Source: an optimization exercise on an open RTL-to-GDS flow (aim: small area, a short achievable clock period and few clock cycles). Production flows keep margins and buffers that such runs may drop. Only simulation tests tie the RTL to the original design; equivalence was not proved. Power and IR drop assume default switching activity.

==> flow/run.sh <==
#!/bin/bash
# synth_recipe.tcl (not shown) runs the flow's synth.tcl, then flattens the netlist and writes it again
# the make line also repeats each setting of config.mk as NAME=value (left out here)
make -C /OpenROAD-flow-scripts/flow DESIGN_CONFIG=/design/flow/config.mk WORK_HOME=/design/flow/orfs CLKGATE_MAP_FILE= SYNTH_SCRIPT=/design/flow/synth_recipe.tcl finish
==> flow/config.mk <==
export PLATFORM = sky130hd
export DESIGN_NAME = nbc_stream_enc
export DESIGN_NICKNAME = nbc_stream_enc
export VERILOG_FILES = /design/flow/design.v
export SDC_FILE = /design/flow/constraint.sdc
export NUM_CORES = 4
export LEC_CHECK = 0
export ABC_CLOCK_PERIOD_IN_PS = 4000
export CAP_MARGIN = 20
export CORE_MARGIN = 2
export CORE_UTILIZATION = 65
export PLACE_DENSITY = 0.75
export SETUP_SLACK_MARGIN = 4.0
export SLEW_MARGIN = 20
==> flow/constraint.sdc <==
create_clock -name core_clock -period 8.0 [get_ports {clk}]
set_input_delay 1.6000 -clock core_clock [delete_from_list [all_inputs] [get_ports {clk}]]
set_output_delay 1.6000 -clock core_clock [all_outputs]
set_load 0.01 [all_outputs]
==> flow/design.v <==
module nbc_stream_enc (
    input  wire        clk,
    input  wire        rst,
    input  wire        cmd_valid,
    output wire        cmd_ready,
    input  wire [31:0] cmd_count,
    input  wire [1:0]  cmd_mode,
    input  wire [63:0] cmd_acc,
    input  wire        in_valid,
    output wire        in_ready,
    input  wire [63:0] in_data,
    output wire        out_valid,
    input  wire        out_ready,
    output wire [63:0] out_data,
    output wire [3:0]  out_nbytes,
    output wire        out_last
);
    localparam MODE_DELTA = 2'd1;
    localparam MODE_XOR   = 2'd2;
    integer j, i;
    reg        active;       
    reg [31:0] rem;          
    reg [2:0]  gpos;         
    reg        i_v, i_c, i_x, i_e, i_l;
    reg [2:0]  i_pos;
    reg [63:0] i_d;
    reg [1:0]  mode;
    reg [63:0] acc;          
    reg        gopen;        
    reg [15:0] nz_acc;
    reg [6:0]  m_acc;
    reg        pend_full;
    reg [4:0]  pend_n;
    reg [7:0]  pend_m;
    reg        pend_last;    
    reg [63:0] sd [0:7];
    reg [7:0]  tv, tc, tx;
    reg [135:0] nbuf;        
    reg [5:0]   cnt;         
    reg         fin;         
    reg [3:0]   lnb;         
    reg [4:0]   blk_n;       
    reg [6:0]   bm;          
    reg         blk_last;    
    assign out_valid  = cnt[5] | cnt[4] | fin;
    assign out_last   = fin & (cnt == 6'd16);
    assign out_data   = nbuf[63:0];
    assign out_nbytes = lnb;
    wire xfer = out_valid & out_ready;
    wire v0 = tv[0];
    wire c0 = tc[0];
    wire f0 = ~c0 & tx[0];
    wire head_noop = ~v0 | (~c0 & ~tx[0] & bm[0]);
    wire lt16    = ~cnt[5] & ~cnt[4];
    wire ok2     = fin ? (cnt == 6'd16) : ~cnt[5];
    wire head_go = head_noop | lt16 | (out_ready & ok2);
    wire blocked = i_v & ~i_c & i_e & pend_full & ~(v0 & f0);
    wire step    = head_go & (i_v | ~gopen);
    wire mv      = step & i_v & ~blocked;
    wire pk      = step & ~head_noop;
    wire rdy_a   = ~i_v | (~blocked & (head_noop | lt16));
    wire rdy_b   = ~blocked & ok2;
    wire s8_free = rdy_a | (rdy_b & out_ready);
    assign cmd_ready = ~active & s8_free;
    assign in_ready  = active & s8_free;
    wire cmd_fire = cmd_valid & cmd_ready;
    wire in_fire  = in_valid & in_ready;
    wire last_v   = (rem == 32'd1);
    reg [63:0] t_val;
    always @(*) begin
        if (i_c)
            t_val = i_d;
        else case (mode)
            MODE_DELTA: t_val = i_d - acc;
            MODE_XOR:   t_val = i_d ^ acc;
            default:    t_val = i_d;
        endcase
    end
    reg [15:0] nzt;
    always @(*)
        for (i = 0; i < 16; i = i + 1)
            nzt[i] = |t_val[4*i +: 4];
    wire zt = ~|nzt;
    wire [15:0] nz_new = (i_x ? 16'd0 : nz_acc) | nzt;
    reg  [4:0]  n_new;
    always @(*) begin
        n_new = 5'd0;
        for (i = 0; i < 16; i = i + 1)
            if (nz_new[i]) n_new = i + 1;
    end
    reg  [7:0]  m_full;
    always @(*)
        for (j = 0; j < 8; j = j + 1)
            m_full[j] = (j < i_pos) ? m_acc[j] : ((j == i_pos) ? zt : 1'b1);
    wire [4:0] n_use = f0 ? pend_n : blk_n;
    wire       z0    = f0 ? pend_m[0] : bm[0];
    wire       more  = f0 ? ~&pend_m[7:1] : ~&bm[6:1];
    wire [5:0] len   = c0 ? 6'd8 : ({1'b0, f0, 2'b00} + {1'b0, (z0 ? 5'd0 : n_use)});
    wire [3:0] q     = cnt[3:0];
    wire [5:0] tot0  = {2'b00, q} + len;
    wire       pad   = ~c0 & ~more & tot0[0];
    wire [5:0] tot   = tot0 + {5'd0, pad};
    wire       fin_set = c0 ? tx[0] : ((f0 ? pend_last : blk_last) & ~more);
    wire [79:0]  app   = f0 ? {sd[0], pend_m, 3'b000, pend_n} : {16'd0, sd[0]};
    wire [135:0] app_s = {56'd0, app} << {q, 2'b00};
    wire [135:0] base  = xfer ? {64'd0, nbuf[135:64]} : nbuf;
    wire [5:0]   bcnt  = xfer ? cnt - 6'd16 : cnt;
    wire         bfin  = fin & ~(xfer & out_last);
    wire [5:0]   tot_r = (tot[3:0] == 4'd0) ? tot : {tot[5:4] + 2'd1, 4'd0};
    always @(posedge clk) begin
        if (cmd_fire) begin
            rem  <= cmd_count;
            gpos <= 3'd0;
            mode <= cmd_mode;
        end else if (in_fire) begin
            rem  <= rem - 32'd1;
            gpos <= ((gpos == 3'd7) | last_v) ? 3'd0 : gpos + 3'd1;
        end
        if (cmd_fire | in_fire) begin
            i_d   <= cmd_fire ? {32'd0, cmd_count} : in_data;
            i_c   <= cmd_fire;
            i_x   <= cmd_fire ? (cmd_count == 32'd0) : (gpos == 3'd0);
            i_e   <= (gpos == 3'd7) | last_v;
            i_l   <= last_v;
            i_pos <= gpos;
        end
        if (cmd_fire)
            acc <= cmd_acc;
        else if (mv & ~i_c)
            acc <= i_d;
        if (mv & ~i_c) begin
            if (i_e) begin
                pend_n    <= n_new;
                pend_m    <= m_full;
                pend_last <= i_l;
            end else begin
                nz_acc       <= nz_new;
                m_acc[i_pos] <= zt;
            end
        end
        if (step) begin
            for (j = 0; j < 7; j = j + 1)
                sd[j] <= sd[j+1];
            sd[7] <= t_val;
            tc <= {i_c, tc[7:1]};
            tx <= {i_x, tx[7:1]};
        end
        if (step & v0 & ~c0) begin
            if (f0) begin
                bm       <= pend_m[7:1];
                blk_n    <= pend_n;
                blk_last <= pend_last;
            end else begin
                bm <= {1'b1, bm[6:1]};
            end
        end
        if (pk & fin_set)
            lnb <= (tot[3:0] == 4'd0) ? 4'd8 : {1'b0, tot[3:1]};
        if (pk)
            nbuf <= (c0 ? 136'd0 : base) | app_s;
        else
            nbuf <= base;
        if (rst) begin
            active    <= 1'b0;
            i_v       <= 1'b0;
            gopen     <= 1'b0;
            pend_full <= 1'b0;
            tv        <= 8'd0;
            cnt       <= 6'd0;
            fin       <= 1'b0;
        end else begin
            if (cmd_fire)
                active <= (cmd_count != 32'd0);
            else if (in_fire & last_v)
                active <= 1'b0;
            i_v <= cmd_fire | in_fire | (i_v & ~mv);
            if (mv & ~i_c)
                gopen <= ~i_e;
            if (mv & ~i_c & i_e)
                pend_full <= 1'b1;
            else if (step & v0 & f0)
                pend_full <= 1'b0;
            if (step)
                tv <= {mv, tv[7:1]};
            if (pk) begin
                cnt <= fin_set ? tot_r : tot;
                fin <= fin_set;
            end else begin
                cnt <= bcnt;
                fin <= bfin;
            end
        end
    end
endmodule
==> flow_metrics.tcl, run 1 <==
set metrics [dict create \
    whs_path_depth 0 \
    crit_type "reg -> reg" \
    synth_top_cell_by_area "edfxtp_1" \
    synth_top_area_share_pct 52.9 \
    p_per_area_nw_per_um2 277 \
    comb_power_share_pct 20.5 \
    grt_util_met2_pct 63.9 \
    io_buffers 238 \
    p_leak_nw 18.5 \
    cts-htree-levels 3 \
    setup_violations 0 \
    vdd_drop_max_uv 212 \
    fin_crit_sh_pct 62.8 \
    internal-power_w 0.00950 \
    grt_start_max_net_pins 218 \
    ys_seq_elements 909 \
    drive_gt1_share_pct 11.7 \
    insertion_delay_ps 670 \
    multiInputGateArea_um2 16300 \
    remaining_drc_errors 0 \
    finalSetupTns_ps 0 \
    slew_headroom_pct 14.7 \
    ys_types 99 \
    grt_usage_pct 38.9 \
    arrival_ps 5500 \
    fin_ws_ps 2970 \
    cts_hold_buffers 0 \
    yosysMostFrequentCell "edfxtp_1" \
    clockRootBuffer "clkbuf_16" \
    vias 33300 \
    layout.nets 4135 \
    maxCapViolations 0 \
    viasPerCell 6.92 \
    nFillCells 3809 \
    yosysWarnings 3 \
    fmax_ghz 0.199 \
    start_util_pct 65.9 \
    busiest_layer "met2" \
    layoutNonFillerInstCount 4813 \
    min_period_ps 5030 \
    clock_sinks 909 \
    yosysSeqAreaShare_pct 60.3 \
    fp-row-count 93 \
    routed_wl_um 141000 \
    synth_nets 3953 \
    timing.rr.start "acc[0]" \
    drt_iter0_markers 5069 \
    seq_power_share_pct 48.1 \
    switching_share_pct 31.5 \
    ys_top_cells_by_count "edfxtp_1, nand2_1, mux2i_1" \
    ant_nets 0 \
    syn_area_um2 42700 \
    r2r-end "m_acc[5]" \
    syn_inst 3698 \
    r2r_cells 19 \
    dp_slack_ps 2430 \
    die-area_um2 67700 \
    status "no timing/DRC/antenna violations" \
    cp_max_fo 7 \
    pwr-share-clk_pct 31.3 \
    cts_tree "yes" \
    syn2layout_area_growth_pct 17.4 \
    cts_made_buffers 88 \
    maxSlewViolCount 0 \
    synth_edf_count 751 \
    core_um2 64700 \
    die_h_um 260 \
    whs_ps 391 \
    hpwl_um 86000 \
    async_flop_share_pct 0 \
    hold_viol 0 \
    ios 239 \
    fin_skew_ps 35.9 \
    hold_class "reg -> reg" \
    syn_avg_cell_area_um2 11.5 \
    routabilityCongestion 0.978 \
    reg2reg_setup_slack_ps 2970 \
    grt_pass1_vias 31500 \
    yosys-top-cells-area "edfxtp_1, mux2i_1, dfxtp_1, nand2_1, o21ai_0" \
    rsz0062_at_grt "yes" \
    finalInstanceArea_um2 50100 \
    postPlaceCellArea_um2 45300 \
    p_sw_w 0.00436 \
    synth_ff_type "edfxtp_1" \
    setup.worst_path.start_class "flip-flop" \
    drt_pre_antenna_iters 8 \
    grt_pass1_wl_um 196000 \
    use_met1_pct 47.8 \
    end_kind "flip-flop" \
    critPathRequiredTime_ps 8470 \
    dpl.cell_count 4566 \
    grtUsageMet3_pct 7.25 \
    die_w_um 260 \
    min-delay-start "sd[7][36]" \
    whs_endpoint "sd[6][36]" \
    worst_pin_slew_ps 1270 \
    routedWlPerCell_um 29.3 \
    path_clk_slew_ps 70 \
    clk_path_buf_depth 3 \
    grt-ovfl-total 0 \
    grt_antenna_before_repair 4 \
    register_area_um2 25700 \
]
## per-stage QoR
step	utilization, %	power, W
floorplan	-	0.00797
global placement	69.9	0.00886
detailed placement	69.9	0.00900
CTS	76.0	0.0134
global route	77.4	0.0142
finish	77.4	0.0139
## placed cells by master (no fill, tap or decap), types with 28 or more instances in the layout
cell type | synthesis | layout
o22ai_1 | 59 | 57
mux2i_1 | 335 | 333
inv_1 | 127 | 124
o21ai_0 | 224 | 207
clkbuf_16 | 0 | 92
a21o_1 | 35 | 35
xnor2_1 | 37 | 36
nand4_1 | 38 | 38
clkdlybuf4s50_1 | 0 | 235
a21oi_1 | 206 | 189
nand3_1 | 38 | 36
dfxtp_1 | 158 | 154
ha_1 | 86 | 54
o21a_1 | 29 | 28
edfxtp_1 | 751 | 751
buf_4 | 64 | 89
nor3_1 | 66 | 60
nor2_1 | 181 | 175
nand2_1 | 582 | 577
and2_1 | 45 | 42
## logic make-up (layout without fill, tap and decap cells)
logic type               after synthesis  count (layout)  synth area share [%]
AND/OR/NAND/NOR                     1107            1108                  11.8
flip-flops                           909             909                  60.3
AO/OA/AOI/OAI                        804             804                  12.0
buffers and inverters                393             647                  4.12
multiplexers                         347             347                  8.18
adder cells (fa/ha/maj)               88              88                  2.62
XOR/XNOR                              50              50                  1.03
other                                  0               5                     0
## registers in the layout (all words and copies together), names as in the netlist, 2 cells and up
register,flops
pend_m,8
rem,32
i_d,64
m_acc,7
gpos,3
tx,8
acc,64
mode,2
nz_acc,16
pend_n,5
nbuf,136
blk_n,5
cnt,6
i_pos,3
sd,512
tc,8
bm,7
lnb,4
tv,8
## routing by layer
layer  vias to the layer above  routed length, µm
met2                      2663              67100
met3                       742              14200
met4                         2              11300
met1                     15900              48500
li1                      14000                  -
met5                         -                  7
## power by group through the flow
| stage | clock [W] | sequential, W | combinational (W) |
|---|---|---|---|
| 2_1_floorplan | 0 | 0.00642 | 0.00156 |
| 3_3_place_gp | 0 | 0.00658 | 0.00229 |
| 3_5_place_dp | 0 | 0.00666 | 0.00234 |
| 4_1_cts | 0.00429 | 0.00661 | 0.00251 |
| 5_1_grt | 0.00451 | 0.00670 | 0.00295 |
| 6_report | 0.00434 | 0.00667 | 0.00285 |
## layout make-up
class                           instances  area share, %
Tap cell                              855           2.14
Timing Repair Buffer                  355           6.99
Clock inverter                         59           1.31
Antenna cell                            5         0.0250
Clock buffer                          104           4.64
Sequential cell                       909           51.4
Multi-Input combinational cell       2397           32.6
Inverter                              129          0.977
## worst max-delay path by stage
stage / startpoint / endpoint / depth (start not counted)
after floorplan: out_ready / nbuf[95] / 10
after global placement: i_d[0] / m_acc[3] / 15
after detailed placement: i_d[0] / m_acc[1] / 15
after CTS: acc[0] / m_acc[3] / 16
after global routing: acc[0] / m_acc[3] / 18
final: acc[0] / m_acc[5] / 19
## what timing repair did
item                       in CTS  in global routing
setup endpoints to repair     713                182
cloned                          1                  3
pin swaps                      44                 39
hold endpoints to repair        0                  0
gates resized for setup       134                117
setup buffers                  40                 32
## critical path, stage by stage, from the launching register on
cell and delay [ps]:
edfxtp_1 440, ha_4 200, fa_2 360, nand3b_1 260, buf_4 220, a32oi_4 250, buf_12 160, buf_4 120
nand3b_1 140, o211a_1 260, nand2_1 140, nor3b_1 300, and3_4 240, nand4_1 190, or4b_4 600, nor4_4 180
buf_6 170, buf_4 130, nand3_4 190, o31ai_2 290
Testbench counts, summed over its fixed seeds: cycles 15,210.
==> inputs of run 2 (changes only) <==
--- a/flow/design.v
+++ b/flow/design.v
@@ -32,3 +32,3 @@
     reg        pend_full;
-    reg [4:0]  pend_n;
+    reg [15:0] pend_nz;
     reg [7:0]  pend_m;
@@ -36,3 +36,4 @@
     reg [63:0] sd [0:7];
-    reg [7:0]  tv, tc, tx;
+    reg [7:0]  tv, tc, tf, tz;
+    reg        noop;         
     reg [135:0] nbuf;        
@@ -51,4 +52,4 @@
     wire c0 = tc[0];
-    wire f0 = ~c0 & tx[0];
-    wire head_noop = ~v0 | (~c0 & ~tx[0] & bm[0]);
+    wire f0 = tf[0];
+    wire head_noop = noop;
     wire lt16    = ~cnt[5] & ~cnt[4];
@@ -82,10 +83,5 @@
             nzt[i] = |t_val[4*i +: 4];
-    wire zt = ~|nzt;
+    wire [63:0] acc_m = (mode == MODE_DELTA || mode == MODE_XOR) ? acc : 64'd0;
+    wire zt = (i_d == acc_m);
     wire [15:0] nz_new = (i_x ? 16'd0 : nz_acc) | nzt;
-    reg  [4:0]  n_new;
-    always @(*) begin
-        n_new = 5'd0;
-        for (i = 0; i < 16; i = i + 1)
-            if (nz_new[i]) n_new = i + 1;
-    end
     reg  [7:0]  m_full;
@@ -94,2 +90,8 @@
             m_full[j] = (j < i_pos) ? m_acc[j] : ((j == i_pos) ? zt : 1'b1);
+    reg [4:0] pend_n;
+    always @(*) begin
+        pend_n = 5'd0;
+        for (i = 0; i < 16; i = i + 1)
+            if (pend_nz[i]) pend_n = i + 1;
+    end
     wire [4:0] n_use = f0 ? pend_n : blk_n;
@@ -102,4 +104,5 @@
     wire [5:0] tot   = tot0 + {5'd0, pad};
-    wire       fin_set = c0 ? tx[0] : ((f0 ? pend_last : blk_last) & ~more);
+    wire       fin_set = c0 ? tz[0] : ((f0 ? pend_last : blk_last) & ~more);
     wire [79:0]  app   = f0 ? {sd[0], pend_m, 3'b000, pend_n} : {16'd0, sd[0]};
+    wire       bm_n0 = (v0 & ~c0) ? (f0 ? pend_m[1] : bm[1]) : bm[0];
     wire [135:0] app_s = {56'd0, app} << {q, 2'b00};
@@ -132,3 +135,3 @@
             if (i_e) begin
-                pend_n    <= n_new;
+                pend_nz   <= nz_new;
                 pend_m    <= m_full;
@@ -145,3 +148,4 @@
             tc <= {i_c, tc[7:1]};
-            tx <= {i_x, tx[7:1]};
+            tf <= {~i_c & i_x, tf[7:1]};
+            tz <= {i_c & i_x, tz[7:1]};
         end
@@ -168,2 +172,3 @@
             tv        <= 8'd0;
+            noop      <= 1'b1;
             cnt       <= 6'd0;
@@ -182,4 +187,6 @@
                 pend_full <= 1'b0;
-            if (step)
-                tv <= {mv, tv[7:1]};
+            if (step) begin
+                tv   <= {mv, tv[7:1]};
+                noop <= ~tv[1] | (~tc[1] & ~tf[1] & bm_n0);
+            end
             if (pk) begin
--- a/flow/config.mk
+++ b/flow/config.mk
@@ -7,8 +7,7 @@
 export LEC_CHECK = 0
-export ABC_CLOCK_PERIOD_IN_PS = 4000
+export ABC_CLOCK_PERIOD_IN_PS = 3700
 export CAP_MARGIN = 20
 export CORE_MARGIN = 2
-export CORE_UTILIZATION = 65
-export PLACE_DENSITY = 0.75
-export SETUP_SLACK_MARGIN = 4.0
+export CORE_UTILIZATION = 40
+export SETUP_SLACK_MARGIN = 4.3
 export SLEW_MARGIN = 20
==> flow_metrics.tcl, run 2 <==
set metrics [dict create \
    clock_sinks 929 \
    syn_avg_cell_area_um2 11.6 \
    layout.nets 4268 \
    synth_edf_count 770 \
    fin_util_pct 48.0 \
    insertion_delay_ps 680 \
    synth_nets 4025 \
    status "no timing/DRC/antenna violations" \
    vias 30900 \
    setup_violations 0 \
    yosys-top-cells-area "edfxtp_1, dfxtp_1, nand2_1, mux2i_1, a21oi_1" \
    syn_area_um2 43700 \
    layoutNonFillerInstCount 5503 \
    routedWlPerCell_um 23.2 \
    grt-ovfl-total 0 \
    grt_pass1_vias 29600 \
    min_period_ps 4210 \
    ys_seq_elements 929 \
    nFillCells 9739 \
    finalInstanceArea_um2 52100 \
    yosys.area_share.adder_pct 2.55 \
    drive_gt1_share_pct 14.7 \
    ys_top_cells_by_count "edfxtp_1, nand2_1, a21oi_1" \
    hold_class "reg -> reg" \
    syn2layout_area_growth_pct 19.3 \
    synthMuxAreaShare_pct 6.29 \
    grt_pass1_wl_um 187000 \
    largest-register "sd" \
    cts-htree-levels 3 \
    synth_top_cell_by_area "edfxtp_1" \
    grt_start_max_net_pins 278 \
    vdd_drop_max_uv 146 \
    worst_pin_slew_ps 1170 \
    clk_path_buf_depth 3 \
    cts_tree "yes" \
    finalSetupTns_ps 0 \
    fin_skew_ps 29.3 \
    fp-row-count 121 \
    core_um2 109000 \
    ys_types 99 \
    die_h_um 335 \
    yosysWarnings 3 \
    largest_reg_flops 512 \
    drt_pre_antenna_iters 6 \
    dpl.cell_count 5200 \
    remaining_drc_errors 0 \
    cts_made_buffers 96 \
    maxSlewViolCount 0 \
    diodes 0 \
    hpwl_um 89500 \
    postPlaceCellArea_um2 47000 \
    crit_type "reg -> reg" \
    grt_antenna_before_repair 4 \
    reg.largest.list "sd: 512 flops, nbuf: 136 flops" \
    clockRootBuffer "clkbuf_16" \
    synth_top_family_by_area "compound AO/OA/AOI/OAI gates" \
    yosysSeqAreaShare_pct 60.2 \
    start_util_pct 40.3 \
    grt_usage_pct 22.3 \
    fin_crit_sh_pct 52.6 \
    layout_common_cells "edfxtp_1, nand2_1, clkdlybuf4s50_1, a21oi_1, o21ai_0" \
    synth_top_area_share_pct 52.9 \
    p_leak_nw 19.5 \
    cts_hold_buffers 0 \
    path_clk_slew_ps 60 \
    end_kind "flip-flop" \
    critPathRequiredTime_ps 8390 \
    async_flop_share_pct 0 \
    io_buffers 238 \
    syn_inst 3770 \
    synth_xor_area_share_pct 1.42 \
    final_common_cell "edfxtp_1" \
    fmax_ghz 0.238 \
    ios 239 \
    routabilityCongestion 0.969 \
    drt_iter0_markers 2925 \
    synth_simple_gate_area_share_pct 11.9 \
    synth-compound-area-share_pct 13.3 \
    hold_viol 0 \
    p_per_area_nw_per_um2 291 \
    arrival_ps 4600 \
    ant_nets 0 \
    routed_wl_um 128000 \
    setup.worst_path.start_class "flip-flop" \
    maxCapViolations 0 \
    die-area_um2 112000 \
    die_w_um 335 \
    rsz0062_at_grt "yes" \
    slew_headroom_pct 21.8 \
    yosysMostFrequentCell "edfxtp_1" \
    cp_max_fo 3 \
    synth_ff_type "edfxtp_1" \
    viasPerCell 5.61 \
]
[run 2: cell count changes after synthesis, moves of 14 or more]
cell,delta
o221ai_1,+21
o32ai_1,+14
a31oi_1,+20
mux4_2,+25
xnor2_1,+16
nor3_1,-23
a21oi_1,+17
mux2i_1,-165
edfxtp_1,+19
mux2_2,+32
a2bb2oi_1,+14
nand2_1,+64
[run 2: timing repair]
item / in CTS / in global routing
pin swaps: 53 / 64
setup buffers: 82 / 45
cloned: 1 / 1
resized for setup: 168 / 113
setup endpoints to repair: 802 / 397
[run 2: final cells by class]
class,count,area [µm²],area share [%]
clock buffer,116,2490,4.77
timing repair inverter,1,11.3,0.0216
timing repair buffer,405,3760,7.22
clock inverter,58,520,0.999
tap,1414,1770,3.39
sequential,929,26300,50.5
inverter,130,524,1.01
multi-input combinational,2450,16700,32.1
[run 2: worst max-delay path, cell delays in order (launching register included)]
cell	delay, ps
edfxtp_1	480
inv_4	130
ha_4	140
inv_2	40
fa_2	340
a21o_1	190
a221o_1	400
a32oi_2	240
o2111ai_2	220
nand2_2	200
buf_6	130
o21ai_4	70
o21a_1	210
mux2i_1	170
nor2_1	60
o32a_1	350
or4b_4	560
[run 2: cell families after synthesis]
| kind of cell | after synthesis |
|---|---|
| DFF | 929 |
| AOI/OAI and AO/OA | 896 |
| and+or+nand+nor | 1156 |
| buffers and inverters | 392 |
| muxes | 238 |
| xor gates and xnor gates | 71 |
| adders and majority gates | 88 |
[run 2: routing by layer]
metal	wire [µm]	vias up	part of all wire, %	global-route usage (%)
met4	5590	4	4.4	9.79
met3	7870	242	6.2	3.33
met2	60600	1172	47	36.9
met1	53700	15000	42	29.0
li1	-	14400	-	-
met5	27	-	0.021	0
[run 2: report_power, final]
part	internal, W	total (W)	leakage (nW)	switching, W
Combinational	0.00155	0.00367	8.83	0.00212
Sequential	0.00655	0.00716	9.25	0.000608
Clock	0.00247	0.00433	1.47	0.00186
Total	0.0106	0.0152	19.5	0.00459
[run 2: path summary, 6_finish.rpt]
check / start / to / slack (ps) / cells after the start
setup reg to reg: i_d[0] / pend_nz[15] / 3790 / 16
hold reg to reg: sd[1][63] / sd[0][63] / 410 / 0
setup / recovery: i_d[0] / pend_nz[15] / 3790 / 16
hold / removal: sd[1][63] / sd[0][63] / 410 / 0
[run 2: per-stage QoR]
step           hold WS (ps)  total power, W  worst slack, ps
2_1_floorplan           400         0.00928             4200
5_1_grt                 413          0.0158             3520
6_report                405          0.0152             3790
4_1_cts                 405          0.0151             3790
3_5_place_dp            405          0.0105             2640
3_3_place_gp            400          0.0105             2660
Testbench counts of run 2, summed over its fixed seeds: cycles 15,210.
==> inputs of run 3 (changes only) <==
--- a/flow/config.mk
+++ b/flow/config.mk
@@ -7,3 +7,3 @@
 export LEC_CHECK = 0
-export ABC_CLOCK_PERIOD_IN_PS = 3700
+export ABC_CLOCK_PERIOD_IN_PS = 4500
 export CAP_MARGIN = 20
@@ -11,3 +11,3 @@
 export CORE_UTILIZATION = 40
-export SETUP_SLACK_MARGIN = 4.3
+export SETUP_SLACK_MARGIN = 3.8
 export SLEW_MARGIN = 20
==> flow_metrics.tcl, run 3 <==
set metrics [dict create \
    status "no timing/DRC/antenna violations" \
    grt_start_max_net_pins 193 \
    setup_violations 0 \
    synth_top_area_share_pct 52.9 \
    grtUsageMet3_pct 2.95 \
    cts_made_buffers 96 \
    core_um2 109000 \
    insertion_delay_ps 690 \
    p_leak_nw 19.1 \
    yosysSeqAreaShare_pct 60.2 \
    yosys-top-cells-area "edfxtp_1, dfxtp_1, nand2_1, mux2i_1, a21oi_1" \
    io_buffers 238 \
    cts_tree "yes" \
    largest_reg_flops 512 \
    synth_top_cell_by_area "edfxtp_1" \
    grt_util_met2_pct 36.4 \
    layout_common_cells "edfxtp_1, nand2_1, clkdlybuf4s50_1, a21oi_1, o21ai_0" \
    die_h_um 335 \
    routedWlPerCell_um 23.1 \
    fmax_ghz 0.236 \
    die-area_um2 112000 \
    grt_pass1_wl_um 187000 \
    syn_avg_cell_area_um2 11.6 \
    hold_viol 0 \
    ys_seq_elements 929 \
    nFillCells 9745 \
    p_per_area_nw_per_um2 294 \
    finalSetupTns_ps 0 \
    grt_antenna_before_repair 1 \
    fin_skew_ps 33.2 \
    use_met1_pct 29.5 \
    cts-htree-levels 3 \
    critPathRequiredTime_ps 6400 \
    ys_top_cells_by_count "edfxtp_1, nand2_1, a21oi_1" \
    fin_crit_sh_pct 52.9 \
    synth_nets 4025 \
    final_common_cell "edfxtp_1" \
    synth_ff_type "edfxtp_1" \
    end_kind "output port" \
    reg.largest.list "sd: 512 flops, nbuf: 136 flops" \
    hold_class "reg -> reg" \
    reg2reg_setup_slack_ps 3810 \
    viasPerCell 5.59 \
    routabilityCongestion 0.968 \
    hpwl_um 90700 \
    arrival_ps 2630 \
    clk_path_buf_depth 3 \
    ys_types 99 \
    path_clk_slew_ps 60 \
    vdd_drop_max_uv 160 \
    grt_pass1_vias 29200 \
    yosysWarnings 3 \
    vias 30400 \
    largest-register "sd" \
    routed_wl_um 126000 \
    remaining_drc_errors 0 \
    maxSlewViolCount 0 \
    synth_edf_count 770 \
    grt_usage_pct 22.1 \
    setup.worst_path.start_class "input pin" \
    diodes 0 \
    die_w_um 335 \
    clock_sinks 929 \
    layout.nets 4213 \
    async_flop_share_pct 0 \
    drive_gt1_share_pct 12.0 \
    yosysMostFrequentCell "edfxtp_1" \
    drt_pre_antenna_iters 8 \
    min_period_ps 4230 \
    syn2layout_area_growth_pct 17.1 \
    crit_type "in -> out" \
    ios 239 \
    syn_area_um2 43700 \
    fin_util_pct 47.1 \
    syn_inst 3770 \
    grt-ovfl-total 0 \
    clockRootBuffer "clkbuf_16" \
    fp-row-count 121 \
    slew_headroom_pct 24.0 \
    ant_nets 0 \
    busiest_layer "met2" \
    maxCapViolations 0 \
    drt_iter0_markers 2664 \
    cp_max_fo 4 \
    rsz0062_at_grt "yes" \
    start_util_pct 40.3 \
    worst_pin_slew_ps 1140 \
]
-- run 3: cell counts after synthesis --
No cell type changed its count.
-- run 3: stage by stage --
stage	total power, W	setup WS [ps]	area [µm²]	std cells	hold slack [ps]
final	0.0151	3770	51200	5445	397
after global routing	0.0157	3570	51200	5445	405
after CTS	0.0151	3730	50600	5401	399
after detailed placement	0.0105	2200	46800	5194	405
after global placement	0.0105	2280	46800	5194	400
after floorplan	0.00925	3840	43800	3770	400
-- run 3: final cells by class --
class | instances | area (µm²) | area share [%]
Sequential cell | 929 | 26300 | 51.5
Multi-Input combinational cell | 2449 | 16100 | 31.5
Timing Repair Buffer | 352 | 3280 | 6.42
Clock buffer | 116 | 2560 | 5.00
Tap cell | 1414 | 1770 | 3.46
Clock inverter | 55 | 594 | 1.16
Inverter | 130 | 524 | 1.02
-- run 3: final timing paths --
kind,from,end,cells past startpoint
max,out_ready,in_ready,6
min,sd[4][5],sd[3][5],0
max reg2reg,i_d[0],pend_nz[11],16
min reg2reg,sd[4][5],sd[3][5],0
-- run 3: report_power, final --
| part | switching, W | leakage, nW | internal (W) | total [W] |
|---|---|---|---|---|
| logic | 0.00202 | 8.36 | 0.00143 | 0.00345 |
| registers | 0.000620 | 9.25 | 0.00655 | 0.00717 |
| clock network | 0.00189 | 1.53 | 0.00255 | 0.00444 |
-- run 3: what timing repair did --
item | CTS | global route
endpoints found under the setup margin | 388 | 109
buffers inserted | 36 | 43
hold buffers | 0 | 0
gates resized for setup | 94 | 61
gates cloned | 0 | 0
pin swaps | 27 | 20
-- run 3: worst max-delay path, stage by stage --
cell and delay [ps]:
buf_12 110, a211oi_4 330, a41o_4 210, nand2_2 80, and2_4 180, buf_6 120
-- run 3: cell families (layout without fill, tap and decap cells) --
kind of cell | after synthesis | after routing | share of synthesized area [%]
AO/OA/AOI/OAI | 896 | 896 | 13.3
XOR/XNOR | 71 | 71 | 1.42
adder cells (fa/ha/maj) | 88 | 88 | 2.55
buffers and inverters | 392 | 653 | 4.33
flip-flops | 929 | 929 | 60.2
multiplexers | 238 | 238 | 6.29
AND/OR/NAND/NOR | 1156 | 1156 | 11.9
-- run 3: routing by layer --
| layer | vias to the layer above | routed length, µm |
|---|---|---|
| met5 | - | 13 |
| met4 | 2 | 5350 |
| met3 | 228 | 7920 |
| met2 | 1132 | 59300 |
| met1 | 14700 | 53400 |
| li1 | 14300 | - |
==> inputs of run 4 (changes only) <==
--- a/flow/config.mk
+++ b/flow/config.mk
@@ -7,3 +7,3 @@
 export LEC_CHECK = 0
-export ABC_CLOCK_PERIOD_IN_PS = 4500
+export ABC_AREA = 1
 export CAP_MARGIN = 20
==> flow_metrics.tcl, run 4 <==
set metrics [dict create \
    synth_top_cell_by_area "edfxtp_1" \
    wl_met3_um 5530 \
    maxCapViolations 0 \
    drt_iter0_markers 2537 \
    setup_violations 0 \
    remaining_drc_errors 0 \
    final_common_cell "nand2_1" \
    wl_met1_um 52400 \
    yosys-top-cells-area "edfxtp_1, nand2_1, dfxtp_1, inv_1, o21ai_0" \
    cpPeakStageDelay_ps 250 \
    start_util_pct 40.4 \
    hold_viol 0 \
    cts_tree "yes" \
    synth_top_area_share_pct 51.5 \
    synth_edf_count 770 \
    core_um2 111000 \
    hpwl_um 85600 \
    layout.nets 5112 \
    vias 32700 \
    cts-htree-levels 3 \
    largest-register "sd" \
    routedWlPerCell_um 18.0 \
    grt_antenna_before_repair 1 \
    cpLargestDelayFamily "simple AND/OR/NAND/NOR gates" \
    reg.largest.list "sd: 512 flops, nbuf: 136 flops" \
    yosysSeqAreaShare_pct 58.5 \
    ant_nets 0 \
    fmax_ghz 0.239 \
    seq_power_share_pct 47.0 \
    grt_start_max_net_pins 164 \
    internal-power_w 0.0110 \
    drive_gt1_share_pct 5.45 \
    hold_class "reg -> reg" \
    end_kind "output port" \
    finalInstanceArea_um2 51200 \
    async_flop_share_pct 0 \
    synth_ff_type "edfxtp_1" \
    synthMuxAreaShare_pct 0.601 \
    rsz0062_at_grt "yes" \
    cts_made_buffers 94 \
    p_sw_w 0.00553 \
    p_per_area_nw_per_um2 322 \
    largest_reg_flops 512 \
    grt_pass1_wl_um 180000 \
    grt_usage_pct 19.8 \
    postPlaceCellArea_um2 48100 \
    clk_path_buf_depth 3 \
    grt_pass1_vias 31400 \
    syn_avg_cell_area_um2 9.47 \
    maxUsedRoutingLayer "met4" \
    insertion_delay_ps 690 \
    slew_headroom_pct 40.7 \
    cp_max_fo 4 \
    synth_simple_gate_area_share_pct 18.6 \
    die_w_um 339 \
    crit_path_cell_trace "buf_8 > a311oi_2 > nand2_2 > nand3_4 > nand2_4 > inv_8 > nor2_4 > buf_6" \
    yosysWarnings 3 \
    vdd_drop_max_uv 175 \
    critPathRequiredTime_ps 6400 \
    dr_wl_met2_um 53600 \
    fp-row-count 122 \
    ys_seq_elements 929 \
    grt-ovfl-total 0 \
    path_clk_slew_ps 60 \
    comb_power_share_pct 27.6 \
    switching_share_pct 33.5 \
    die_h_um 339 \
    layout_common_cells "nand2_1, edfxtp_1, inv_1, o21ai_0, nor2_1" \
    synth_xor_area_share_pct 1.63 \
    viasPerCell 5.10 \
    io_buffers 238 \
    status "no timing/DRC/antenna violations" \
    p_leak_nw 20.5 \
    routabilityCongestion 1.01 \
    ys_types 67 \
    worst_pin_slew_ps 890 \
    syn_inst 4744 \
    synth_top_family_by_area "simple AND/OR/NAND/NOR gates" \
    syn_area_um2 44900 \
    ys_top_cells_by_count "nand2_1, edfxtp_1, inv_1" \
    crit_type "in -> out" \
    syn2layout_area_growth_pct 14.0 \
    min_period_ps 4180 \
    yosysMostFrequentCell "nand2_1" \
    setup.worst_path.start_class "input pin" \
    arrival_ps 2580 \
    yosys.area_share.adder_pct 2.48 \
    fin_crit_sh_pct 52.3 \
    fin_util_pct 46.1 \
    slowest_stage "a311oi_2" \
    maxSlewViolCount 0 \
    clock_sinks 929 \
    ios 239 \
    clockRootBuffer "clkbuf_16" \
    cts_hold_buffers 0 \
    die-area_um2 115000 \
    routed_wl_um 116000 \
    fin_skew_ps 40.1 \
    synth_nets 4999 \
    pwr-share-clk_pct 25.4 \
    synth-compound-area-share_pct 10.7 \
    drt_pre_antenna_iters 6 \
    critPathBufInv 3 \
]
==> run 4: metal layers <==
metal / GRT usage, % / vias to the layer above
met5: 0 / -
met4: 7.64 / 0
met3: 2.31 / 191
met2: 32.3 / 923
met1: 27.2 / 15300
li1: - / 16300
==> run 4: power groups by stage <==
stage	Combinational [W]	Clock (W)	Sequential, W
after floorplan	0.00326	0	0.00760
after global placement	0.00444	0	0.00785
after detailed placement	0.00449	0	0.00789
after CTS	0.00452	0.00431	0.00779
after global routing	0.00511	0.00449	0.00792
final	0.00455	0.00420	0.00777
==> run 4: path summary, 6_finish.rpt <==
| kind | start | end | slack (ps) | depth (start not counted) |
|---|---|---|---|---|
| min | sd[7][46] | sd[6][46] | 400 | 0 |
| min reg2reg | sd[7][46] | sd[6][46] | 400 | 0 |
| max reg2reg | pend_nz[9] | cnt[5] | 4200 | 20 |
| max | out_ready | cmd_ready | 3820 | 8 |
==> run 4: kinds of logic (layout without fill, tap and decap cells) <==
group,after synthesis,count (layout)
buffers and inverters,779,971
flip-flops,929,929
AND/OR/NAND/NOR,2015,2015
other,0,1
adder cells (fa/ha/maj),88,88
XOR/XNOR,83,83
multiplexers,27,27
AO/OA/AOI/OAI,823,823
==> run 4: timing repair <==
action	4_1_cts	5_1_grt
buffers inserted	5	0
endpoints found under the setup margin	174	58
pin swaps	4	4
resized for setup	29	10
==> run 4: cell type report <==
type | count | area, µm²
Tap cell | 1488 | 1860
Inverter | 516 | 1970
Multi-Input combinational cell | 3036 | 15400
Clock inverter | 46 | 438
Timing Repair Buffer | 280 | 2740
Sequential cell | 929 | 26300
Fill cell | 10800 | 59900
Clock buffer | 129 | 2540
Antenna cell | 1 | 2.50
==> run 4: per-stage QoR <==
stage                     power, W  hold slack, ps  setup TNS (ps)  setup WS, ps  cells
after global placement      0.0123             401               0          2690   6244
after detailed placement    0.0124             405               0          2680   6244
final                       0.0165             395               0          3820   6425
after global routing        0.0175             393               0          3770   6424
after floorplan             0.0109             400        -1406610         -2610   4744
after CTS                   0.0166             389               0          3780   6424
==> inputs of run 5 (changes only) <==
--- a/flow/config.mk
+++ b/flow/config.mk
@@ -7,3 +7,3 @@
 export LEC_CHECK = 0
-export ABC_AREA = 1
+export ABC_CLOCK_PERIOD_IN_PS = 4500
 export CAP_MARGIN = 20
@@ -11,2 +11,3 @@
 export CORE_UTILIZATION = 40
+export CTS_BUF_LIST = sky130_fd_sc_hd__clkbuf_4 sky130_fd_sc_hd__clkbuf_8
 export SETUP_SLACK_MARGIN = 3.8
==> flow_metrics.tcl, run 5 <==
set metrics [dict create \
    core_um2 109000 \
    status "no timing/DRC/antenna violations" \
    synth_top_area_share_pct 52.9 \
    syn_inst 3770 \
    whs_ps 402 \
    fin_crit_sh_pct 52.6 \
    grt_pass1_vias 29600 \
    critPathRequiredTime_ps 6400 \
    routed_wl_um 127000 \
    maxSlewViolCount 0 \
    fp-row-count 121 \
    clockRootBuffer "clkbuf_8" \
    end_kind "output port" \
    final_common_cell "edfxtp_1" \
    clk_path_buf_depth 3 \
    cts-htree-levels 4 \
    setup.worst_path.start_class "input pin" \
    worst_pin_slew_ps 1200 \
    routabilityCongestion 0.968 \
    vdd_drop_max_uv 146 \
    hpwl_um 90700 \
    yosysSeqAreaShare_pct 60.2 \
    fin_skew_ps 59.6 \
    layout.nets 4277 \
    die_w_um 335 \
    start_util_pct 40.3 \
    nFillCells 9792 \
    syn_avg_cell_area_um2 11.6 \
    hold_class "reg -> reg" \
    setup_violations 0 \
    cts_tree "yes" \
    grt_antenna_before_repair 2 \
    maxCapViolations 0 \
    remaining_drc_errors 0 \
    vias 30800 \
    largest_reg_flops 512 \
    viasPerCell 5.56 \
    path_clk_slew_ps 60 \
    ys_types 99 \
    ys_top_cells_by_count "edfxtp_1, nand2_1, a21oi_1" \
    grt_usage_pct 22.3 \
    syn2layout_area_growth_pct 17.0 \
    yosysMostFrequentCell "edfxtp_1" \
    reg.largest.list "sd: 512 flops, nbuf: 136 flops" \
    cp_max_fo 4 \
    yosys-top-cells-area "edfxtp_1, dfxtp_1, nand2_1, mux2i_1, a21oi_1" \
    layout_common_cells "edfxtp_1, nand2_1, clkdlybuf4s50_1, a21oi_1, o21ai_0" \
    p_per_area_nw_per_um2 289 \
    drive_gt1_share_pct 14.3 \
    synth_ff_type "edfxtp_1" \
    fmax_ghz 0.238 \
    grt-ovfl-total 0 \
    die_h_um 335 \
    arrival_ps 2600 \
    grt_pass1_wl_um 187000 \
    yosysWarnings 3 \
    drt_iter0_markers 3024 \
    ant_nets 0 \
    crit_type "in -> out" \
    async_flop_share_pct 0 \
    register_area_um2 26300 \
    die-area_um2 112000 \
    routedWlPerCell_um 22.9 \
    p_leak_nw 19.2 \
    grt_start_max_net_pins 193 \
    ios 239 \
    multiInputGateArea_um2 16100 \
    synth_edf_count 770 \
    insertion_delay_ps 860 \
    syn_area_um2 43700 \
    clock_sinks 929 \
    rsz0062_at_grt "yes" \
    ys_seq_elements 929 \
    slew_headroom_pct 19.8 \
    io_buffers 238 \
    largest-register "sd" \
    finalSetupTns_ps 0 \
    min_period_ps 4200 \
    synth_nets 4025 \
    synth_top_cell_by_area "edfxtp_1" \
    drt_pre_antenna_iters 5 \
    hold_viol 0 \
    cts_made_buffers 153 \
]
==> run 5: final cells by class <==
| type | count | share of cell area (%) |
|---|---|---|
| diodes | 1 | 0.00490 |
| clock buffers | 210 | 5.08 |
| clock inverters | 53 | 0.874 |
| inverters | 130 | 1.02 |
| multi-input cells | 2449 | 31.6 |
| flip-flops and latches | 929 | 51.5 |
| well taps | 1414 | 3.46 |
| repair buffers | 359 | 6.51 |
==> run 5: metrics by stage <==
step | utilization [%] | total power [W] | setup WS (ps) | cells | cell area (µm²)
final | 47.1 | 0.0148 | 3800 | 5545 | 51100
after detailed placement | 43.1 | 0.0105 | 2200 | 5194 | 46800
after global routing | 47.1 | 0.0155 | 3680 | 5545 | 51100
after CTS | 46.5 | 0.0148 | 3750 | 5497 | 50500
after floorplan | - | 0.00925 | 3840 | 3770 | 43800
after global placement | 43.1 | 0.0105 | 2280 | 5194 | 46800
==> run 5: worst max-delay path: stages <==
cell      delay [ps]
buf_12           110
a211oi_4         330
a41o_4           210
nand2_2           80
and2_4           160
buf_6            120
==> run 5: path summary, 6_finish.rpt <==
check / end / cells past startpoint / start / slack (ps)
worst max-delay path: in_ready / 6 / out_ready / 3800
worst max register to register: pend_nz[8] / 15 / i_d[0] / 3860
worst min-delay path: sd[3][10] / 0 / sd[4][10] / 400
worst min register to register: sd[3][10] / 0 / sd[4][10] / 400
==> run 5: power by group <==
group	internal [W]	total (W)	switching, W	leakage (nW)
Clock	0.00223	0.00414	0.00192	1.61
Combinational	0.00143	0.00347	0.00204	8.39
Sequential	0.00655	0.00717	0.000616	9.25
==> run 5: cell families after synthesis <==
family | count (synthesis) | share of synthesized area (%)
xor+xnor | 71 | 1.42
fa+ha+maj | 88 | 2.55
buf+inv | 392 | 4.33
mux | 238 | 6.29
flops | 929 | 60.2
compound gates | 896 | 13.3
simple gates | 1156 | 11.9
==> run 5: what timing repair did <==
action                     in CTS  in global routing
gates resized for setup        94                 66
setup endpoints to repair     257                 38
hold buffers                    0                  0
buffers inserted               40                 47
pin swaps                      24                 35
==> run 5: per-layer routing <==
metal  global-route usage (%)  part of all wire, %  vias to the layer above
li1                         -                    -                    14400
met1                     29.6                   42                    14900
met2                     36.4                   47                     1202
met3                     3.74                  6.4                      247
met4                     9.42                  4.1                        0
met5                        0                    0                        -
==> inputs of run 6 (changes only) <==
--- a/flow/design.v
+++ b/flow/design.v
@@ -28,2 +28,4 @@
     reg [63:0] acc;          
+    reg        i_sub;        
+    reg        i_xor;        
     reg        gopen;        
@@ -54,6 +56,7 @@
     wire head_noop = noop;
-    wire lt16    = ~cnt[5] & ~cnt[4];
-    wire ok2     = fin ? (cnt == 6'd16) : ~cnt[5];
+    reg  lt16;               
+    reg  ok2;                
+    reg  blk_pre;            
     wire head_go = head_noop | lt16 | (out_ready & ok2);
-    wire blocked = i_v & ~i_c & i_e & pend_full & ~(v0 & f0);
+    wire blocked = blk_pre & ~(v0 & f0);
     wire step    = head_go & (i_v | ~gopen);
@@ -69,12 +72,6 @@
     wire last_v   = (rem == 32'd1);
-    reg [63:0] t_val;
-    always @(*) begin
-        if (i_c)
-            t_val = i_d;
-        else case (mode)
-            MODE_DELTA: t_val = i_d - acc;
-            MODE_XOR:   t_val = i_d ^ acc;
-            default:    t_val = i_d;
-        endcase
-    end
+    wire [63:0] acc_m = acc & {64{i_sub | i_xor}};
+    wire [63:0] dif   = i_d - acc;
+    wire [63:0] t_val = i_sub ? dif : (i_d ^ acc_m);
+    wire [63:0] bw    = dif ^ i_d ^ acc;
     reg [15:0] nzt;
@@ -82,4 +79,6 @@
         for (i = 0; i < 16; i = i + 1)
-            nzt[i] = |t_val[4*i +: 4];
-    wire [63:0] acc_m = (mode == MODE_DELTA || mode == MODE_XOR) ? acc : 64'd0;
+            if (i_sub && i > 0 && bw[4*i])
+                nzt[i] = (i_d[4*i +: 4] != acc[4*i +: 4] + 4'd1);
+            else
+                nzt[i] = (i_d[4*i +: 4] != acc_m[4*i +: 4]);
     wire zt = (i_d == acc_m);
@@ -90,7 +89,10 @@
             m_full[j] = (j < i_pos) ? m_acc[j] : ((j == i_pos) ? zt : 1'b1);
-    reg [4:0] pend_n;
+    reg [15:0] hi1;
+    reg [4:0]  pend_n;
     always @(*) begin
+        for (i = 0; i < 16; i = i + 1)
+            hi1[i] = pend_nz[i] & ~|(pend_nz >> (i + 1));
         pend_n = 5'd0;
         for (i = 0; i < 16; i = i + 1)
-            if (pend_nz[i]) pend_n = i + 1;
+            pend_n = pend_n | ({5{hi1[i]}} & (i + 1));
     end
@@ -112,2 +114,18 @@
     wire [5:0]   tot_r = (tot[3:0] == 4'd0) ? tot : {tot[5:4] + 2'd1, 4'd0};
+    reg [5:0] cnt_n;
+    reg       fin_n;
+    always @(*) begin
+        if (pk) begin
+            cnt_n = fin_set ? tot_r : tot;
+            fin_n = fin_set;
+        end else begin
+            cnt_n = bcnt;
+            fin_n = bfin;
+        end
+    end
+    wire take   = cmd_fire | in_fire;
+    wire i_v_n  = take | (i_v & ~mv);
+    wire i_c_n  = take ? cmd_fire : i_c;
+    wire i_e_n  = take ? ((gpos == 3'd7) | last_v) : i_e;
+    wire pf_n   = (mv & ~i_c & i_e) | (pend_full & ~(step & v0 & f0));
     always @(posedge clk) begin
@@ -128,2 +146,4 @@
             i_pos <= gpos;
+            i_sub <= ~cmd_fire & (mode == MODE_DELTA);
+            i_xor <= ~cmd_fire & (mode == MODE_XOR);
         end
@@ -175,2 +195,5 @@
             fin       <= 1'b0;
+            lt16      <= 1'b1;
+            ok2       <= 1'b1;
+            blk_pre   <= 1'b0;
         end else begin
@@ -191,9 +214,7 @@
             end
-            if (pk) begin
-                cnt <= fin_set ? tot_r : tot;
-                fin <= fin_set;
-            end else begin
-                cnt <= bcnt;
-                fin <= bfin;
-            end
+            cnt     <= cnt_n;
+            fin     <= fin_n;
+            lt16    <= ~cnt_n[5] & ~cnt_n[4];
+            ok2     <= fin_n ? (cnt_n == 6'd16) : ~cnt_n[5];
+            blk_pre <= i_v_n & ~i_c_n & i_e_n & pf_n;
         end
--- a/flow/config.mk
+++ b/flow/config.mk
@@ -7,3 +7,3 @@
 export LEC_CHECK = 0
-export ABC_CLOCK_PERIOD_IN_PS = 4500
+export ABC_CLOCK_PERIOD_IN_PS = 4000
 export CAP_MARGIN = 20
@@ -11,4 +11,3 @@
 export CORE_UTILIZATION = 40
-export CTS_BUF_LIST = sky130_fd_sc_hd__clkbuf_4 sky130_fd_sc_hd__clkbuf_8
-export SETUP_SLACK_MARGIN = 3.8
+export SETUP_SLACK_MARGIN = 4.2
 export SLEW_MARGIN = 20
==> flow_metrics.tcl, run 6 <==
set metrics [dict create \
    status "no timing/DRC/antenna violations" \
    internal-power_w 0.0106 \
    ys_top_cells_by_count "edfxtp_1, nand2_1, o21ai_0" \
    layout.nets 4421 \
    yosysWarnings 3 \
    ys_seq_elements 934 \
    hold_class "reg -> reg" \
    setup.worst_path.start_class "input pin" \
    end_kind "output port" \
    worst_pin_slew_ps 1020 \
    cts-htree-levels 3 \
    drt_pre_antenna_iters 5 \
    final_common_cell "edfxtp_1" \
    maxSlewViolCount 0 \
    grt_start_max_net_pins 117 \
    switching_share_pct 28.9 \
    p_leak_nw 19.6 \
    clockRootBuffer "clkbuf_16" \
    syn2layout_area_growth_pct 17.2 \
    syn_avg_cell_area_um2 11.3 \
    p_sw_w 0.00430 \
    grt_usage_pct 18.9 \
    viasPerCell 5.32 \
    dp_slack_ps 2280 \
    yosysSeqAreaShare_pct 58.5 \
    routedWlPerCell_um 19.5 \
    maxCapViolations 0 \
    synth_top_cell_by_area "edfxtp_1" \
    hpwl_um 78900 \
    die-area_um2 116000 \
    grt_pass1_wl_um 171000 \
    pwr-share-clk_pct 30.8 \
    clk_path_buf_depth 3 \
    grt_antenna_before_repair 0 \
    die_w_um 340 \
    ys_types 84 \
    synth_ff_type "edfxtp_1" \
    remaining_drc_errors 0 \
    arrival_ps 2580 \
    synth_top_area_share_pct 51.2 \
    async_flop_share_pct 0 \
    cts_hold_buffers 0 \
    yosys-top-cells-area "edfxtp_1, dfxtp_1, nand2_1, mux2i_1, xnor2_1" \
    min_period_ps 4180 \
    path_clk_slew_ps 60 \
    fp-row-count 123 \
    drt_iter0_markers 2458 \
    syn_area_um2 45200 \
    critPathRequiredTime_ps 6400 \
    cp_max_fo 3 \
    io_buffers 238 \
    fin_ws_ps 3820 \
    core_um2 112000 \
    cts_made_buffers 98 \
    ant_nets 0 \
    comb_power_share_pct 20.7 \
    crit_type "in -> out" \
    finalSetupTns_ps 0 \
    seq_power_share_pct 48.5 \
    clock_sinks 934 \
    vias 30500 \
    drive_gt1_share_pct 10.5 \
    fin_skew_ps 42.8 \
    setup_violations 0 \
    routabilityCongestion 0.923 \
    start_util_pct 40.3 \
    grt-ovfl-total 0 \
    routed_wl_um 112000 \
    reg.largest.list "sd: 512 flops, nbuf: 136 flops" \
    rsz0062_at_grt "yes" \
    yosysMostFrequentCell "edfxtp_1" \
    fmax_ghz 0.239 \
    grt_pass1_vias 29100 \
    cts_tree "yes" \
    die_h_um 340 \
    vdd_drop_max_uv 170 \
    fin_crit_sh_pct 52.2 \
    hold_viol 0 \
    largest_reg_flops 512 \
    ios 239 \
    largest-register "sd" \
    synth_edf_count 770 \
    insertion_delay_ps 680 \
    slew_headroom_pct 32.0 \
    syn_inst 4004 \
    layout_common_cells "edfxtp_1, nand2_1, clkdlybuf4s50_1, o21ai_0, a21oi_1" \
    diodes 0 \
    p_per_area_nw_per_um2 281 \
    synth_nets 4272 \
]
[run 6: repair_timing]
action                                  in CTS  in global routing
gates cloned                                 2                  0
endpoints found under the hold margin        0                  0
resized for setup                           87                 46
endpoints found under the setup margin     862                190
pin swaps                                   28                 26
buffers inserted                            36                 32
[run 6: worst paths after layout]
path	start	to	slack, ps	cells after the start
min	sd[7][46]	sd[6][46]	410	0
max reg2reg	pend_nz[7]	lt16	3910	18
max	out_ready	in_ready	3820	6
min reg2reg	sd[7][46]	sd[6][46]	410	0
[run 6: area by class of cell]
| cell class | instances | area, µm² |
|---|---|---|
| sequential | 934 | 26400 |
| clock inverter | 59 | 709 |
| clock buffer | 123 | 2600 |
| tap | 1500 | 1880 |
| multi-input combinational | 2664 | 17600 |
| inverter | 112 | 444 |
| timing repair buffer | 343 | 3290 |
| fill | 10100 | 59300 |
[run 6: cell families after synthesis]
group           synth area share, %
simple gates                   11.7
flops                          58.5
compound gates                 12.1
buf+inv                        4.01
xor+xnor                       5.06
mux                            5.77
fa+ha+maj                      2.83
[run 6: stage by stage]
step	instance area [µm²]	hold WS, ps	instances	util [%]	power [W]
3_5_place_dp	48500	405	5483	43.2	0.0102
4_1_cts	52400	406	5703	46.7	0.0149
3_3_place_gp	48500	401	5483	43.2	0.0102
5_1_grt	52900	417	5735	47.2	0.0155
2_1_floorplan	45300	400	4004	-	0.00911
6_report	52900	409	5735	47.2	0.0149
[run 6: worst max-delay path, stage by stage]
cell and delay, ps:
buf_12 110, a211oi_4 300, a21oi_2 90, nand2b_4 200, and2_4 160, buf_6 110
[run 6: power by group through the flow]
stage,Clock [W],Combinational [W],Sequential [W]
5_1_grt,0.00487,0.00334,0.00733
4_1_cts,0.00469,0.00297,0.00722
3_3_place_gp,0,0.00288,0.00730
6_report,0.00457,0.00307,0.00721
3_5_place_dp,0,0.00289,0.00733
2_1_floorplan,0,0.00211,0.00700
[run 6: metal layers]
layer | vias to the layer above | track usage [%] | routed length (µm)
met1 | 14500 | 25.9 | 50200
met5 | - | 0 | 0
li1 | 14800 | - | -
met2 | 953 | 29.6 | 50600
met4 | 0 | 8.08 | 4970
met3 | 216 | 3.09 | 6110
Testbench counts of run 6, summed over its fixed seeds: cycles 15,210.
==> inputs of run 7 (changes only) <==
--- a/flow/config.mk
+++ b/flow/config.mk
@@ -7,3 +7,3 @@
 export LEC_CHECK = 0
-export ABC_CLOCK_PERIOD_IN_PS = 4000
+export ABC_CLOCK_PERIOD_IN_PS = 3500
 export CAP_MARGIN = 20
@@ -11,3 +11,3 @@
 export CORE_UTILIZATION = 40
-export SETUP_SLACK_MARGIN = 4.2
+export SETUP_SLACK_MARGIN = 4.5
 export SLEW_MARGIN = 20
==> flow_metrics.tcl, run 7 <==
set metrics [dict create \
    fmax_ghz 0.238 \
    syn_avg_cell_area_um2 11.3 \
    syn2layout_area_growth_pct 20.0 \
    async_flop_share_pct 0 \
    finalSetupTns_ps 0 \
    maxSlewViolCount 0 \
    reg2reg_setup_slack_ps 3960 \
    min_period_ps 4210 \
    hpwl_um 79000 \
    setup_violations 0 \
    p_leak_nw 20.1 \
    whs_path_depth 0 \
    power.total_w 0.0151 \
    rsz0062_at_grt "yes" \
    hold_class "reg -> reg" \
    p_per_area_nw_per_um2 279 \
    start_util_pct 40.3 \
    routedWlPerCell_um 19.8 \
    setup.worst_path.start_class "input pin" \
    maxCapViolations 0 \
    clock_sinks 934 \
    drt_pre_antenna_iters 7 \
    die_w_um 340 \
    synth_nets 4272 \
    slowest_stage "a211oi_4" \
    timing.rr.start "pend_nz[2]" \
    cts_hold_buffers 0 \
    synth_top_cell_by_area "edfxtp_1" \
    largest-register "sd" \
    reg.largest.list "sd: 512 flops, nbuf: 136 flops" \
    worst_pin_slew_ps 1010 \
    cpPeakStageDelay_ps 350 \
    grt_usage_pct 19.5 \
    crit_end "in_ready" \
    cts_made_buffers 97 \
    drt_iter0_markers 2584 \
    die-area_um2 116000 \
    path_clk_slew_ps 60 \
    grt_antenna_before_repair 0 \
    routed_wl_um 115000 \
    ys_seq_elements 934 \
    ys_top_cells_by_count "edfxtp_1, nand2_1, o21ai_0" \
    crit_path_cell_trace "buf_8 > a211oi_4 > a21oi_2 > nand2b_4 > and2_4 > buf_6" \
    layout_common_cells "edfxtp_1, nand2_1, clkdlybuf4s50_1, o21ai_0, a21oi_1" \
    yosysSeqAreaShare_pct 58.5 \
    clk_path_buf_depth 3 \
    cts-htree-levels 3 \
    r2r-end "lt16" \
    core_um2 112000 \
    critPathRequiredTime_ps 6400 \
    postPlaceCellArea_um2 48600 \
    final_common_cell "edfxtp_1" \
    ios 239 \
    slew_headroom_pct 32.7 \
    synth_top_area_share_pct 51.2 \
    r2r_cells 20 \
    die_h_um 340 \
    remaining_drc_errors 0 \
    ant_nets 0 \
    crit_path_start "out_ready" \
    fin_skew_ps 24.1 \
    ys_types 84 \
    arrival_ps 2610 \
    grt_start_max_net_pins 152 \
    yosys-top-cells-area "edfxtp_1, dfxtp_1, nand2_1, mux2i_1, xnor2_1" \
    insertion_delay_ps 680 \
    largest_reg_flops 512 \
    fin_crit_sh_pct 52.6 \
    grt-ovfl-total 0 \
    yosysMostFrequentCell "edfxtp_1" \
    grt_pass1_vias 29600 \
    status "no timing/DRC/antenna violations" \
    vias 31100 \
    synth_edf_count 770 \
    cp_max_fo 3 \
    crit_type "in -> out" \
    cts_tree "yes" \
    vdd_drop_max_uv 177 \
    viasPerCell 5.34 \
    grt_pass1_wl_um 177000 \
    synth_ff_type "edfxtp_1" \
    syn_inst 4004 \
    syn_area_um2 45200 \
    end_kind "output port" \
    yosysWarnings 3 \
    io_buffers 238 \
    finalInstanceArea_um2 54200 \
    routabilityCongestion 0.943 \
    drive_gt1_share_pct 13.6 \
    clockRootBuffer "clkbuf_16" \
    fin_util_pct 48.3 \
    hold_viol 0 \
    layout.nets 4507 \
    diodes 0 \
    fp-row-count 123 \
]
## run 7: how the worst min path moves through the flow
stage,startpoint,to
4_1_cts,sd[1][3],sd[0][3]
3_5_place_dp,sd[1][12],sd[0][12]
3_3_place_gp,sd[7][47],sd[6][47]
6_report,sd[2][28],sd[1][28]
2_1_floorplan,i_l,pend_last
5_1_grt,sd[1][3],sd[0][3]
## run 7: power breakdown
| group | leakage, nW | total (W) | internal [W] | switching (W) |
|---|---|---|---|---|
| combinational | 9.23 | 0.00329 | 0.00138 | 0.00190 |
| clock | 1.61 | 0.00465 | 0.00275 | 0.00190 |
| sequential | 9.26 | 0.00720 | 0.00664 | 0.000561 |
| total | 20.1 | 0.0151 | 0.0108 | 0.00437 |
## run 7: metal layers
metal  vias up  part of all wire, %  track usage (%)
met5         -                    0                0
met2      1021                   46             31.1
li1      15000                    -                -
met3       194                  5.5             2.64
met1     14800                   45             27.3
met4         0                  3.4             7.17
## run 7: logic make-up (layout without fill, tap and decap cells)
kind of cell             Yosys count  in the layout  share of synthesized area, %
multiplexers                     240            240                          5.77
buffers and inverters            407            720                          4.01
adder cells (fa/ha/maj)          101            101                          2.83
flip-flops                       934            934                          58.5
AND/OR/NAND/NOR                 1200           1204                          11.7
XOR/XNOR                         261            261                          5.06
AO/OA/AOI/OAI                    861            862                          12.1
## run 7: stage by stage
| stage | hold slack, ps | setup slack [ps] | instances |
|---|---|---|---|
| floorplan | 400 | 3900 | 4004 |
| global placement | 400 | 2450 | 5479 |
| detailed placement | 405 | 2360 | 5479 |
| CTS | 404 | 3770 | 5756 |
| global route | 409 | 3730 | 5822 |
| finish | 403 | 3790 | 5822 |
## run 7: worst max-delay path, delay by kind of cell
family	cells	cell delay, ps
AND/OR/NAND/NOR	2	360
AO/OA/AOI/OAI	2	420
buffers and inverters	2	210
## run 7: final cells by class
| type | count | area [µm²] |
|---|---|---|
| fill | 9970 | 58000 |
| timing repair buffer | 425 | 3970 |
| timing repair inverter | 1 | 8.76 |
| multi-input combinational | 2668 | 18200 |
| clock buffer | 122 | 2600 |
| inverter | 112 | 450 |
| sequential | 934 | 26400 |
| tap | 1500 | 1880 |
| clock inverter | 60 | 709 |
## run 7: timing repair
action,4_1_cts,5_1_grt
pin swaps,53,51
gates cloned,7,0
buffers inserted,88,66
setup endpoints to repair,895,284
resized for setup,145,73

static timing again, ports no longer ideal:
The flow's constraints put no driver on any port. The routed layouts listed below were extracted and timed again, unchanged, in two steps. Step 1: set_driving_cell puts a clkbuf_16 on clk and a buf_2 on each other input, an assumption about the parent block. Step 2 adds t to the input delays and takes it off the output delays; t is the mean of the earliest and latest rising clock arrival at the registers after step 1. Input paths then give back, and output paths get back, about the clock's delay inside the block. a / b / c = no drivers / after step 1 / after step 2; a / b = the first two.
run | t (ns) | setup slack, ns | worst setup path at the end | clock arrival spread, ns | worst data-port slew with drivers (ns)
run 1 | 0.714 | 2.975 / 2.975 / 2.975 | register to register | 0.040 / 0.041 | 0.12
run 2 | 0.728 | 3.791 / 3.733 / 3.728 | input to register | 0.031 / 0.030 | 0.08
run 3 | 0.742 | 3.767 / 3.711 / 3.375 | input to register | 0.033 / 0.033 | 0.07
run 4 | 0.742 | 3.818 / 3.769 / 3.330 | input to register | 0.042 / 0.042 | 0.06
run 5 | 0.901 | 3.795 / 3.739 / 3.131 | input to register | 0.060 / 0.060 | 0.07
run 6 | 0.732 | 3.822 / 3.759 / 3.660 | input to register | 0.047 / 0.047 | 0.08
run 7 | 0.740 | 3.794 / 3.731 / 3.731 | input to output | 0.028 / 0.028 | 0.08
After both steps setup and hold are still met in every run listed. The setup slack of run 5, which loses most, moves by -0.056 ns with the drivers and by -0.664 ns with both steps.
